What follows belongs to an exercise in optimizing a design on an open flow for small area, a short achievable clock period and few clock cycles per item; a production flow would make more cautious choices.
The RTL was checked by simulation tests, not by an equivalence proof against the original design.

==> flow/design.v (outline; a module is shown in full before it is edited, if it fits) <==
// module fp_unpack: 18 lines
// module fp_half: 14 lines
// module fp_add: 135 lines
// module fp_mul: 66 lines
// module mul_csa: 2100 lines
// module tap_mix: 123 lines
module tap_mix (
    input  wire        clk,
    input  wire        rst,
    input  wire        in_valid,
    output reg         in_ready,
    input  wire [31:0] a,
    input  wire [31:0] b,
    input  wire [31:0] frac,
    input  wire [31:0] x,
    input  wire [31:0] dw,
    output reg         out_valid,
    input  wire        out_ready,
    output reg  [31:0] y
);
  // ...
==> flow/run.sh <==
#!/bin/bash
# synth_recipe.tcl (not shown) runs the flow's synth.tcl, then flattens the netlist and writes it again
# the make line also repeats each setting of config.mk as NAME=value (left out here)
make -C /OpenROAD-flow-scripts/flow DESIGN_CONFIG=/design/flow/config.mk WORK_HOME=/design/flow/orfs CLKGATE_MAP_FILE= SYNTH_SCRIPT=/design/flow/synth_recipe.tcl finish
==> flow/config.mk <==
export PLATFORM = sky130hd
export DESIGN_NAME = tap_mix
export DESIGN_NICKNAME = tap_mix
export VERILOG_FILES = /design/flow/design.v
export SDC_FILE = /design/flow/constraint.sdc
export NUM_CORES = 8
export LEC_CHECK = 0
export ABC_AREA = 1
export CAP_MARGIN = 20
export CORE_MARGIN = 2
export CORE_UTILIZATION = 40
export SLEW_MARGIN = 20
==> flow/constraint.sdc <==
create_clock -name core_clock -period 115.0 [get_ports {clk}]
set_input_delay 23.0000 -clock core_clock [delete_from_list [all_inputs] [get_ports {clk}]]
set_output_delay 23.0000 -clock core_clock [all_outputs]
set_load 0.01 [all_outputs]
==> summary.md, run 1 <==
| Metric | Value |
|---|---|
| Area leader, netlist | fa_1 |
| CP max-delay cell | a2111oi_0 |
| Critical path required time | roughly 120 ns |
| Vias in the first global route | 112k |
| Post-Synth XOR/XNOR Area | between 10% and 20% |
| Metal2 WL | between 150000 and 200000 um |
| Area of the multi-input gates | 88500 um2 |
| Crit share post-route | between 20% and 30% |
| Antenna Diode Count | 7 |
| WHS | 0.397 ns |
| Slew headroom | 22.9% |
| EDFF count, synth | 160 |
| Synth Area in Adders | about a quarter |
| Final Worst Setup Slack | 82.90 ns |
| DR vias/cell | 5.71 |
| Final Hold Fails | 0 |
| Main combinational cell family by area after synthesis | adder cells |
| Fmax achieved | 0.0312 GHz |
| CP Buf/Inv Count | 24 |
| TAP cells | 3762 |
| Worst setup EP type | flip-flop |
| Routed len/inst | 21.2 um |
| Compound-Gate Fraction of Synth Area | 19.8% |
| Worst r2r dst | p2[8] |
| Most common cell in the netlist | nand2_1 |
| CTS Buf Count | 77 |
| Mapped Area | 115000 um2 |
| Clock buffers | 90 |
| Status | timing/DRC/antenna clean |
| Inverters | 2776 |
| Fin util | 43.1% |
| Hold Path Origin | v1 |
| CP peak stage delay | roughly 0.7 ns |
| Final GP Congestion | 1.02 |
| Worst R2R Path Depth | 162 |
| FF+latch area | roughly 13000 um2 |
| DIE AREA | 292000 um2 |
| Synth Area per Inst | approximately 6.7 um2 |
Testbench counts, summed over its fixed seeds: cycles 12,032, items 12,000.
==> run 2: changes to the inputs <==
--- a/flow/config.mk
+++ b/flow/config.mk
@@ -8,5 +8,5 @@
 export ABC_AREA = 1
 export CAP_MARGIN = 20
 export CORE_MARGIN = 2
-export CORE_UTILIZATION = 40
+export CORE_UTILIZATION = 65
 export SLEW_MARGIN = 20
==> summary.md, run 2 <==
| Metric | Value |
|---|---|
| FP Rows | 154 (was 196) |
| Final GP Congestion | 1.11 (was 1.02) |
| Cells after synthesis | 17.2k (unchanged) |
| Setup Crit Path Kind | reg -> reg (unchanged) |
| Main combinational cell family by area after synthesis | adder cells (unchanged) |
| Placed cells | 19.2k (was 20.7k) |
| Area leader, netlist | fa_1 (unchanged) |
| Die height | 425 um (was 540 um) |
| Hold Buf Count CTS | 0 (unchanged) |
| Vias in the first global route | 115k (was 112k) |
| Slew headroom | 9.76% (was 22.9%) |
| Detailed-placement wirelength estimate | 326000 um (was 349000 um) |
| Synth cell types | 96 (unchanged) |
| Asr flop ratio synth | 0% (unchanged) |
| Area grow syn2layout | 5.08% (was 7.10%) |
| CTS root buf | clkbuf_16 (unchanged) |
| Setup Buffers After CTS | 0 (unchanged) |
| Crit share post-route | 28.0% (was 27.9%) |
| Final Hold Fails | 0 (unchanged) |
| Worst r2r src | a1[2] (unchanged) |
| Core area | 176000 um2 (was 285000 um2) |
| Most common cell in the netlist | nand2_1 (unchanged) |
| Sequential share of the synthesized area | 11.2% (unchanged) |
| R2R Setup Slk | 82.84 ns (was 82.90 ns) |
| Hold Path Origin | x1[31] (was v1) |
| Share of the synthesized area in the top cell type | 14.2% (unchanged) |
| CP arrival | 32.75 ns (was 32.76 ns) |
| Total track usage | 44.9% (was 29.3%) |
| Final antenna-violating net count | 0 (unchanged) |
| # fillers | 15.4k (was 30.3k) |
| Worst R2R Path Depth | 151 (was 162) |
| Synth Area per Inst | 6.67 um2 (unchanged) |
| FF+latch area | 12900 um2 (unchanged) |
| Seq cells post-synth | 566 (unchanged) |
| Hold EP | x2[32] (was v2) |
| Most frequent cells after synthesis | nand2_1, inv_1, o21ai_0 (unchanged) |
| RSZ-0062 raised after global routing | no (unchanged) |
| Chip Width | 425 um (was 540 um) |
| Number of max-cap violations | 0 (unchanged) |
| Clock sinks | 566 (unchanged) |
| Starting Density | 65.4% (was 40.3%) |
| Measured slew at the worst slew-check pin | 1.34 ns (was 1.14 ns) |
| Ys flop type | dfxtp_1 (unchanged) |
| Synthesized net count | 19.1k (unchanged) |
| First-pass GRT wire length | 646000 um (was 676000 um) |
| IO Count | 198 (unchanged) |
| Worst setup EP type | flip-flop (unchanged) |
| Reg clk slew, reported paths | 0.08 ns (was 0.06 ns) |
| Hold Path Class | reg -> reg (unchanged) |
| Post_cts resized | 0 (unchanged) |
| Critical path startpoint category | flip-flop (unchanged) |
| Synth top area cells | fa_1, nand2_1, ha_1 (unchanged) |
| Compound-Gate Fraction of Synth Area | 19.8% (unchanged) |
| EDFF count, synth | 160 (unchanged) |
| Residual DRC | 0 (unchanged) |
| DIE AREA | 180000 um2 (was 292000 um2) |
| Mapped Area | 115000 um2 (unchanged) |
| WHS | 0.376 ns (was 0.397 ns) |
| Routed len/inst | 21.7 um (was 21.2 um) |
| Commonest non-fill, non-tap cell in the layout | nand2_1 (unchanged) |
| Synth Area in Adders | 23.9% (unchanged) |
| Setup TNS | 0 ns (unchanged) |
| Setup Skew | 0.0818 ns (was 0.0795 ns) |
| DR iter-0 viols | 17.9k (was 13.8k) |
| CP peak stage delay | 0.92 ns (was 0.70 ns) |
| Layout cells sized above 1 | 3.82% (was 4.13%) |
| Post-Route WL | 420000 um (was 442000 um) |
| Post-Synth XOR/XNOR Area | 10.3% (unchanged) |
| Synth Area in Simple Gates | 22.4% (unchanged) |
| Max-slew violations | 0 (unchanged) |
| Critical path required time | 115.59 ns (was 115.66 ns) |
| Area of the multi-input gates | 88500 um2 (about the same) |
| DR vias/cell | 6.38 (was 5.71) |
| CTS tree | built (unchanged) |
| CP Max Fanout | 76 (was 33) |
| Post-Layout Cell Count | 19.3k (was 20.8k) |
| H-tree levels | 3 (unchanged) |
| Nets | 18.8k (was 18.9k) |
| Commonest cells after routing, fill and taps aside | nand2_1, inv_1, o21ai_0, xor2_1, nor2_1 (unchanged) |
| Antenna violations before repair | 22 (was 35) |
| Remaining Overflow, GRT | 0 (unchanged) |
| Largest net degree at the start of global routing | 98 (was 109) |
| CP max-delay cell | inv_1 (was a2111oi_0) |
| Worst r2r dst | p2[21] (was p2[8]) |
| Final Critical Period | 32.16 ns (was 32.10 ns) |
| Vias | 123k (was 119k) |
| Synth warn | 7 (unchanged) |
| Largest buffer count on any clock path | 3 (was 4) |
| Hold depth | 0 (was 2) |
| Setup violators final | 0 (unchanged) |
| Clock latency (worst-skew pair) | 0.75 ns (was 0.85 ns) |
| Router iterations before antenna repair | 13 (was 9) |
| Fmax achieved | 0.0311 GHz (was 0.0312 GHz) |
| Port Buffer Count | 197 (unchanged) |
| Status | timing/DRC/antenna clean (unchanged) |
| Proportion of synthesized area in mux cells | 0.480% (unchanged) |
| CTS Buf Count | 67 (was 77) |
| Crit path top cell by count | nand2_1 (unchanged) |
[run 2: cell counts after synthesis]
No cell type changed its count.
[run 2: metrics by stage]
stage / area, um2 / util, % / setup slack, ns
4_1_cts: 121000 / 68.6 / 83.37
2_1_floorplan: 115000 / - / 89.24
5_1_grt: 121000 / 68.7 / 79.53
6_report: 121000 / 68.7 / 82.84
3_3_place_gp: 118000 / 67.3 / 83.84
3_5_place_dp: 118000 / 67.3 / 83.43
[run 2: logic make-up after synthesis]
family,Yosys count
xor gates and xnor gates,1335
AOI/OAI and AO/OA,3918
buffers and inverters,3584
and+or+nand+nor,6081
adders and majority gates,1707
muxes,55
other,1
DFF,566
[run 2: area by class of cell]
class	instances	share of cell area, %
inverters	2776	8.63
clock inverters	42	0.431
well taps	2340	2.42
multi-input cells	13100	73.2
repair buffers	414	3.02
flip-flops and latches	566	10.7
clock buffers	81	1.53
diodes	8	0.0166
[run 2: routing by layer]
| layer | up-vias | track usage (%) | routed length [um] |
|---|---|---|---|
| met1 | 56100 | 60.4 | 164000 |
| met2 | 8799 | 65.2 | 171000 |
| met5 | - | 0 | 142 |
| met3 | 2072 | 13.5 | 59200 |
| li1 | 56400 | - | - |
| met4 | 24 | 22.1 | 26300 |
[run 2: how the worst max path moves through the flow]
| stage | start | to | slack [ns] | cells past startpoint |
|---|---|---|---|---|
| 4_1_cts | a1[2] | p2[21] | 83.37 | 158 |
| 5_1_grt | b1[2] | p2[21] | 79.53 | 159 |
| 3_3_place_gp | a1[2] | p2[21] | 83.84 | 151 |
| 3_5_place_dp | a1[2] | p2[21] | 83.43 | 158 |
| 2_1_floorplan | out_ready | q0[0] | 89.24 | 5 |
| 6_report | a1[2] | p2[21] | 82.84 | 151 |
[run 2: worst max-delay path: cells and delay by family, from the launching register on]
| kind | cells | cell delay, ns |
|---|---|---|
| AND/OR/NAND/NOR | 69 | 11.32 |
| AO/OA/AOI/OAI | 37 | 7.74 |
| adder cells (fa/ha/maj) | 16 | 5.58 |
| buffers and inverters | 23 | 5.22 |
| XOR/XNOR | 5 | 1.30 |
| flip-flops | 1 | 0.47 |
| multiplexers | 1 | 0.29 |
==> run 3: changes to the inputs <==
--- a/flow/config.mk
+++ b/flow/config.mk
@@ -6,7 +6,7 @@
 export NUM_CORES = 8
 export LEC_CHECK = 0
 export ABC_AREA = 1
-export CAP_MARGIN = 20
+export CAP_MARGIN = 50
 export CORE_MARGIN = 2
-export CORE_UTILIZATION = 65
-export SLEW_MARGIN = 20
+export CORE_UTILIZATION = 40
+export SLEW_MARGIN = 80
==> summary.md, run 3 <==
| Metric | Value |
|---|---|
| Status | timing/DRC/antenna clean (unchanged) |
| Final Critical Period | 29.67 ns (was 32.16 ns) |
| Vias | 121k (was 123k) |
| CTS Buf Count | 75 (was 67) |
| Port Buffer Count | 197 (unchanged) |
| Nets | 19.2k (was 18.8k) |
| Critical path startpoint category | flip-flop (unchanged) |
| Crit path top cell by count | nand2_1 (unchanged) |
| Pre-CTS setup slack | 85.30 ns (was 83.43 ns) |
| Most frequent cells after synthesis | nand2_1, inv_1, o21ai_0 (unchanged) |
| Final Worst Setup Slack | 85.33 ns (was 82.84 ns) |
| Post_cts resized | 0 (unchanged) |
| DIE AREA | 292000 um2 (was 180000 um2) |
| Final GP Congestion | 1.02 (was 1.11) |
| Share of the synthesized area in the top cell type | 14.2% (unchanged) |
| Critical path endpoint | p2[21] (unchanged) |
| Area grow syn2layout | 17.6% (was 5.08%) |
| Worst path depth | 176 (was 151) |
| Cells after synthesis | 17.2k (unchanged) |
| EDFF count, synth | 160 (unchanged) |
| CTS tree | built (unchanged) |
| Largest buffer count on any clock path | 4 (was 3) |
| Final Hold Fails | 0 (unchanged) |
| Mapped Area | 115000 um2 (unchanged) |
| Setup Skew | 0.0914 ns (was 0.0818 ns) |
| Synth cell types | 96 (unchanged) |
| Router iterations before antenna repair | 9 (was 13) |
| CP Max Fanout | 27 (was 76) |
| IO Count | 198 (unchanged) |
| Ys flop type | dfxtp_1 (unchanged) |
| Worst setup EP type | flip-flop (unchanged) |
| Setup TNS | 0 ns (unchanged) |
| Final antenna-violating net count | 0 (unchanged) |
| FP Rows | 196 (was 154) |
| First-pass GRT wire length | 688000 um (was 646000 um) |
| Layout cells sized above 1 | 13.3% (was 3.82%) |
| Detailed-placement wirelength estimate | 356000 um (was 326000 um) |
| Fmax achieved | 0.0337 GHz (was 0.0311 GHz) |
| Worst r2r dst | p2[21] (unchanged) |
| Number of max-cap violations | 0 (unchanged) |
| Antenna violations before repair | 31 (was 22) |
| CP peak stage delay | 0.56 ns (was 0.92 ns) |
| Remaining Overflow, GRT | 0 (unchanged) |
| Asr flop ratio synth | 0% (unchanged) |
| Largest net degree at the start of global routing | 54 (was 98) |
| H-tree levels | 3 (unchanged) |
| Hold Buf Count CTS | 0 (unchanged) |
| CP arrival | 30.39 ns (was 32.75 ns) |
| Die height | 540 um (was 425 um) |
| Area leader, netlist | fa_1 (unchanged) |
| Critical path required time | 115.72 ns (was 115.59 ns) |
| RSZ-0062 raised after global routing | no (unchanged) |
| CP max-delay cell | clkdlybuf4s50_1 (was inv_1) |
| Hold Path Class | reg -> reg (unchanged) |
| DR vias/cell | 5.72 (was 6.38) |
| Synth warn | 7 (unchanged) |
| WHS | 0.401 ns (was 0.376 ns) |
| Routed len/inst | 21.2 um (was 21.7 um) |
| Max-slew violations | 0 (unchanged) |
| R2R Setup Slk | 85.33 ns (was 82.84 ns) |
| Commonest non-fill, non-tap cell in the layout | nand2_1 (unchanged) |
| Clock sinks | 566 (unchanged) |
| Most common cell in the netlist | nand2_1 (unchanged) |
| Synth Area per Inst | 6.67 um2 (unchanged) |
| Setup Crit Path Kind | reg -> reg (unchanged) |
| Seq cells post-synth | 566 (unchanged) |
| CTS root buf | clkbuf_16 (unchanged) |
| Vias in the first global route | 115k (about the same) |
| Commonest cells after routing, fill and taps aside | nand2_1, inv_1, xor2_1, nor2_1, o22ai_1 (was nand2_1, inv_1, o21ai_0, xor2_1, nor2_1) |
| CP Buf/Inv Count | 35 (was 23) |
| Total track usage | 29.7% (was 44.9%) |
| Clock latency (worst-skew pair) | 0.83 ns (was 0.75 ns) |
| Setup violators final | 0 (unchanged) |
| Setup Buffers After CTS | 0 (unchanged) |
| Post-Route WL | 448000 um (was 420000 um) |
| Setup crit start | b1[2] (was a1[2]) |
| DR iter-0 viols | 12.8k (was 17.9k) |
| Starting Density | 40.3% (was 65.4%) |
| Worst R2R Path Depth | 176 (was 151) |
| Crit share post-route | 25.8% (was 28.0%) |
| Worst r2r src | b1[2] (was a1[2]) |
| Reg clk slew, reported paths | 0.07 ns (was 0.08 ns) |
| Synth top area cells | fa_1, nand2_1, ha_1 (unchanged) |
| Synthesized net count | 19.1k (unchanged) |
| Residual DRC | 0 (unchanged) |
| Core area | 285000 um2 (was 176000 um2) |
| Sequential share of the synthesized area | 11.2% (unchanged) |
| Cell family with most CP delay | simple AND/OR/NAND/NOR gates (unchanged) |
| Chip Width | 540 um (was 425 um) |
## run 3: cell counts after synthesis
Identical to the previous run, type by type.
## run 3: worst min path at each step
stage	start	end	slack, ns	cells past startpoint
global route	v2	v3	0.43	2
detailed placement	v1	v2	0.39	2
global placement	v1	v2	0.39	2
finish	v1	v2	0.40	2
floorplan	x1[31]	x2[32]	0.31	0
CTS	v1	v2	0.40	2
## run 3: per-layer routing
layer	GRT usage (%)	routed length (um)
met1	42.7	200000
met3	5.48	43100
met5	0.312	219
met2	44.5	188000
met4	9.50	16000
## run 3: metrics by stage
stage,instances,utilization [%],cell area [um2]
2_1_floorplan,17200,-,115000
3_3_place_gp,20700,42.2,121000
3_5_place_dp,20900,45.6,130000
4_1_cts,21100,46.5,133000
5_1_grt,21100,47.4,135000
6_report,21100,47.4,135000
## run 3: logic make-up after synthesis
logic type | Yosys count | share of synthesized area (%)
compound gates | 3918 | 19.8
mux | 55 | 0.480
buf+inv | 3584 | 11.9
xor+xnor | 1335 | 10.3
fa+ha+maj | 1707 | 23.9
flops | 566 | 11.2
other cells | 1 | 0.00326
simple gates | 6081 | 22.4
## run 3: cell type report
type | instances | area (um2)
Timing Repair Buffer | 767 | 7120
Multi-Input combinational cell | 13100 | 97000
Sequential cell | 566 | 13100
Inverter | 2776 | 10800
Antenna cell | 11 | 27.5
Clock inverter | 43 | 419
Clock buffer | 87 | 1990
Tap cell | 3762 | 4710
Fill cell | 29300 | 150000
## run 3: worst reg2reg max path: cells and delay by family, from the launching register on
family                   cells  cell delay [ns]
AO/OA/AOI/OAI               45             7.24
XOR/XNOR                     5             1.06
adder cells (fa/ha/maj)     13             4.28
buffers and inverters       35             6.34
flip-flops                   1             0.41
multiplexers                 2             0.38
AND/OR/NAND/NOR             76             9.84
==> run 4: changes to the inputs <==
==> flow/flow/run.sh (new file) <==
#!/bin/bash
set -euo pipefail
bash standard.sh finish SETUP_SLACK_MARGIN=89 > make_finish.log 2>&1
==> flow/standard.sh (new file) <==
#!/bin/bash
# synth_recipe.tcl (not shown) runs the flow's synth.tcl, then flattens the netlist and writes it again
# the make line also repeats each setting of config.mk as NAME=value (left out here)
make -C /OpenROAD-flow-scripts/flow DESIGN_CONFIG=/design/flow/config.mk WORK_HOME=/design/flow/orfs CLKGATE_MAP_FILE= SYNTH_SCRIPT=/design/flow/synth_recipe.tcl "${@:-finish}"
--- a/flow/config.mk
+++ b/flow/config.mk
@@ -6,7 +6,7 @@
 export NUM_CORES = 8
 export LEC_CHECK = 0
 export ABC_AREA = 1
-export CAP_MARGIN = 50
+export CAP_MARGIN = 20
 export CORE_MARGIN = 2
 export CORE_UTILIZATION = 40
-export SLEW_MARGIN = 80
+export SLEW_MARGIN = 20
removed: flow/run.sh
==> summary.md, run 4 <==
| Metric | Value |
|---|---|
| Core area | 285000 um2 (unchanged) |
| Reg clk slew, reported paths | 0.06 ns (was 0.07 ns) |
| CP max-delay cell | fa_1 (was clkdlybuf4s50_1) |
| Largest buffer count on any clock path | 4 (unchanged) |
| Synth top area cells | fa_1, nand2_1, ha_1 (unchanged) |
| Measured slew at the worst slew-check pin | 1.12 ns |
| Cell area after placement | 121000 um2 (was 130000 um2) |
| Synth warn | 7 (unchanged) |
| Hold Path Origin | v1 (unchanged) |
| Antenna violations before repair | 40 (was 31) |
| Cells after synthesis | 17.2k (unchanged) |
| Seq cells post-synth | 566 (unchanged) |
| Die height | 540 um (unchanged) |
| Hold Path Class | reg -> reg (unchanged) |
| Design area | 130000 um2 (was 135000 um2) |
| Fmax achieved | 0.0401 GHz (was 0.0337 GHz) |
| Hold EP | v2 (unchanged) |
| Post-Synth XOR/XNOR Area | 10.3% (unchanged) |
| Hold Buf Count CTS | 0 (unchanged) |
| Setup violators final | 0 (unchanged) |
| DIE AREA | 292000 um2 (unchanged) |
| # fillers | 29.7k (was 29.3k) |
| Post-Route WL | 457000 um (was 448000 um) |
| Setup TNS | 0 ns (unchanged) |
| Clock latency (worst-skew pair) | 0.84 ns (was 0.83 ns) |
| Commonest non-fill, non-tap cell in the layout | nand2_1 (unchanged) |
| Crit path top cell by count | nand2_1 (unchanged) |
| CTS Buf Count | 77 (was 75) |
| Most common cell in the netlist | nand2_1 (unchanged) |
| Remaining Overflow, GRT | 0 (unchanged) |
| Setup Crit Path Kind | reg -> reg (unchanged) |
| Area leader, netlist | fa_1 (unchanged) |
| Final antenna-violating net count | 0 (unchanged) |
| CP arrival | 25.64 ns (was 30.39 ns) |
| RSZ-0062 raised after global routing | no (unchanged) |
| CP peak stage delay | 0.58 ns (was 0.56 ns) |
| DR iter-0 viols | 13.9k (was 12.8k) |
| Compound-Gate Fraction of Synth Area | 19.8% (unchanged) |
| Number of max-cap violations | 0 (unchanged) |
| CTS root buf | clkbuf_16 (unchanged) |
| Proportion of synthesized area in mux cells | 0.480% (unchanged) |
| Area grow syn2layout | 13.4% (was 17.6%) |
| Area of the multi-input gates | 91900 um2 (was 97000 um2) |
| R2R Setup Slk | 90.04 ns (was 85.33 ns) |
| Worst setup EP type | flip-flop (unchanged) |
| EDFF count, synth | 160 (unchanged) |
| Port Buffer Count | 197 (unchanged) |
| Largest net degree at the start of global routing | 109 (was 54) |
| Vias in the first global route | 113k (was 115k) |
| Routed len/inst | 21.6 um (was 21.2 um) |
| Mapped Area | 115000 um2 (unchanged) |
| Synth Area in Simple Gates | 22.4% (unchanged) |
| Critical path required time | 115.68 ns (was 115.72 ns) |
| Detailed-placement wirelength estimate | 349000 um (was 356000 um) |
| H-tree levels | 3 (unchanged) |
| FP Rows | 196 (unchanged) |
| Final GP Congestion | 1.02 (unchanged) |
| Router iterations before antenna repair | 8 (was 9) |
| Asr flop ratio synth | 0% (unchanged) |
| Critical path startpoint category | flip-flop (unchanged) |
| Crit share post-route | 21.7% (was 25.8%) |
| Most frequent cells after synthesis | nand2_1, inv_1, o21ai_0 (unchanged) |
| Worst r2r dst | wet3[26] (was p2[21]) |
| CP Max Fanout | 11 (was 27) |
| First-pass GRT wire length | 681000 um (was 688000 um) |
| Final Critical Period | 24.96 ns (was 29.67 ns) |
| Slew headroom | 25.4% |
| DR vias/cell | 5.76 (was 5.72) |
| Worst r2r src | p2[19] (was b1[2]) |
| Residual DRC | 0 (unchanged) |
| FF+latch area | 13000 um2 (was 13100 um2) |
| Commonest cells after routing, fill and taps aside | nand2_1, inv_1, o21ai_0, xor2_1, nor2_1 (was nand2_1, inv_1, xor2_1, nor2_1, o22ai_1) |
| Status | timing/DRC/antenna clean (unchanged) |
| Worst R2R Path Depth | 163 (was 176) |
| Starting Density | 40.3% (unchanged) |
| Clock sinks | 566 (unchanged) |
| Synth Area per Inst | 6.67 um2 (unchanged) |
| Total track usage | 29.5% (was 29.7%) |
| Setup Skew | 0.0763 ns (was 0.0914 ns) |
| Chip Width | 540 um (unchanged) |
| Synth cell types | 96 (unchanged) |
| Layout cells sized above 1 | 9.39% (was 13.3%) |
| Synth Area in Adders | 23.9% (unchanged) |
| Ys flop type | dfxtp_1 (unchanged) |
| Final Hold Fails | 0 (unchanged) |
| Hold depth | 2 (unchanged) |
| Main combinational cell family by area after synthesis | adder cells (unchanged) |
| Share of the synthesized area in the top cell type | 14.2% (unchanged) |
| Synthesized net count | 19.1k (unchanged) |
| IO Count | 198 (unchanged) |
| Nets | 19.2k (about the same) |
| Max-slew violations | 0 (unchanged) |
| CTS tree | built (unchanged) |
| Vias | 122k (was 121k) |
| Sequential share of the synthesized area | 11.2% (unchanged) |
run 4: cell counts after synthesis:
Identical to the previous run, type by type.
run 4: cell type report:
class                           count  area share [%]
Clock inverter                     44           0.396
Timing Repair Buffer              763            5.70
Antenna cell                       10          0.0192
Tap cell                         3762            3.61
Inverter                         2776            8.19
Clock buffer                       90            1.58
Timing Repair inverter             16          0.0787
Multi-Input combinational cell  13100            70.5
Sequential cell                   566            9.97
run 4: cells by family after synthesis:
family | after synthesis
simple gates | 6081
buf+inv | 3584
mux | 55
flops | 566
xor+xnor | 1335
other cells | 1
fa+ha+maj | 1707
compound gates | 3918
run 4: how the worst max path moves through the flow:
stage                     startpoint       end  depth (start not counted)
final                         p2[19]  wet3[26]                        163
after global placement         a1[2]    p2[21]                        162
after CTS                      b1[2]    p2[21]                        166
after floorplan            out_ready     q0[0]                          5
after detailed placement       a1[2]     p2[8]                        162
after global routing          a2[19]   wet3[6]                        168
run 4: worst max-delay path: cells and delay by family, from the launching register on:
kind            cells  cell delay [ns]
buf+inv            28             3.39
compound gates     40             6.98
fa+ha+maj          13             4.38
xor+xnor            5             0.69
flops               1             0.47
simple gates       76             8.71
mux                 1             0.13
run 4: per-stage QoR:
stage | hold WS [ns] | util (%) | setup slack (ns) | instances
finish | 0.393 | 45.7 | 90.04 | 21100
global route | 0.421 | 45.7 | 88.60 | 21100
floorplan | 0.310 | - | 89.24 | 17200
CTS | 0.402 | 43.5 | 89.01 | 20800
detailed placement | 0.392 | 42.2 | 83.64 | 20700
global placement | 0.392 | 42.2 | 83.96 | 20700
run 4: per-layer routing:
metal | share of wire [%] | global-route usage [%] | up-vias | routed length [um]
met5 | 0.037 | 0 | - | 167
met1 | 44 | 42.3 | 57100 | 199000
met4 | 3.9 | 10.0 | 24 | 18000
li1 | - | - | 57200 | -
met3 | 11 | 5.87 | 1115 | 49000
met2 | 42 | 43.9 | 6415 | 190000
run 4: timing repair:
| action | in CTS | in global routing |
|---|---|---|
| setup endpoints to repair | 97 | 97 |
| endpoints found under the hold margin | 0 | 0 |
| pin swaps | 21 | 249 |
| setup buffers | 37 | 233 |
| resized for setup | 219 | 889 |
| gates cloned | 15 | 46 |

## separate check: timing with driven ports
Ports are ideal in the flow. The routed layouts listed here were re-timed in OpenROAD.
Step 1 (the two cells are an assumption about what drives the block):
set clk [get_ports {clk}]
set_driving_cell -lib_cell sky130_fd_sc_hd__clkbuf_16 $clk
set_driving_cell -lib_cell sky130_fd_sc_hd__buf_2 [delete_from_list [all_inputs] $clk]
Step 2, shift: input delay + t, output delay - t, t = (earliest + latest rising clock arrival at the registers) / 2. This alone moves slack from input paths to output paths.
Slacks: no drivers / after step 1 / after step 2; pairs: no drivers / after step 1.
run | t (ns) | slack for setup (ns) | hold slack, ns | latest minus earliest clock arrival (ns) | slew at the worst register clock pin (ns)
run 1 | 0.871 | 82.901 / 82.901 / 82.901 | 0.397 / 0.397 / 0.397 | 0.116 / 0.116 | 0.09 / 0.09
run 2 | 0.799 | 82.836 / 82.836 / 82.836 | 0.376 / 0.376 / 0.376 | 0.095 / 0.095 | 0.08 / 0.08
run 3 | 0.880 | 85.330 / 85.330 / 85.330 | 0.401 / 0.401 / 0.401 | 0.115 / 0.114 | 0.09 / 0.09
run 4 | 0.875 | 90.035 / 90.035 / 89.233 | 0.393 / 0.393 / 0.393 | 0.120 / 0.121 | 0.09 / 0.09
After both steps setup and hold are still met in every run listed. For run 4, which loses most, drivers alone change the setup slack by 0.000 ns; drivers and shift together by -0.802 ns.
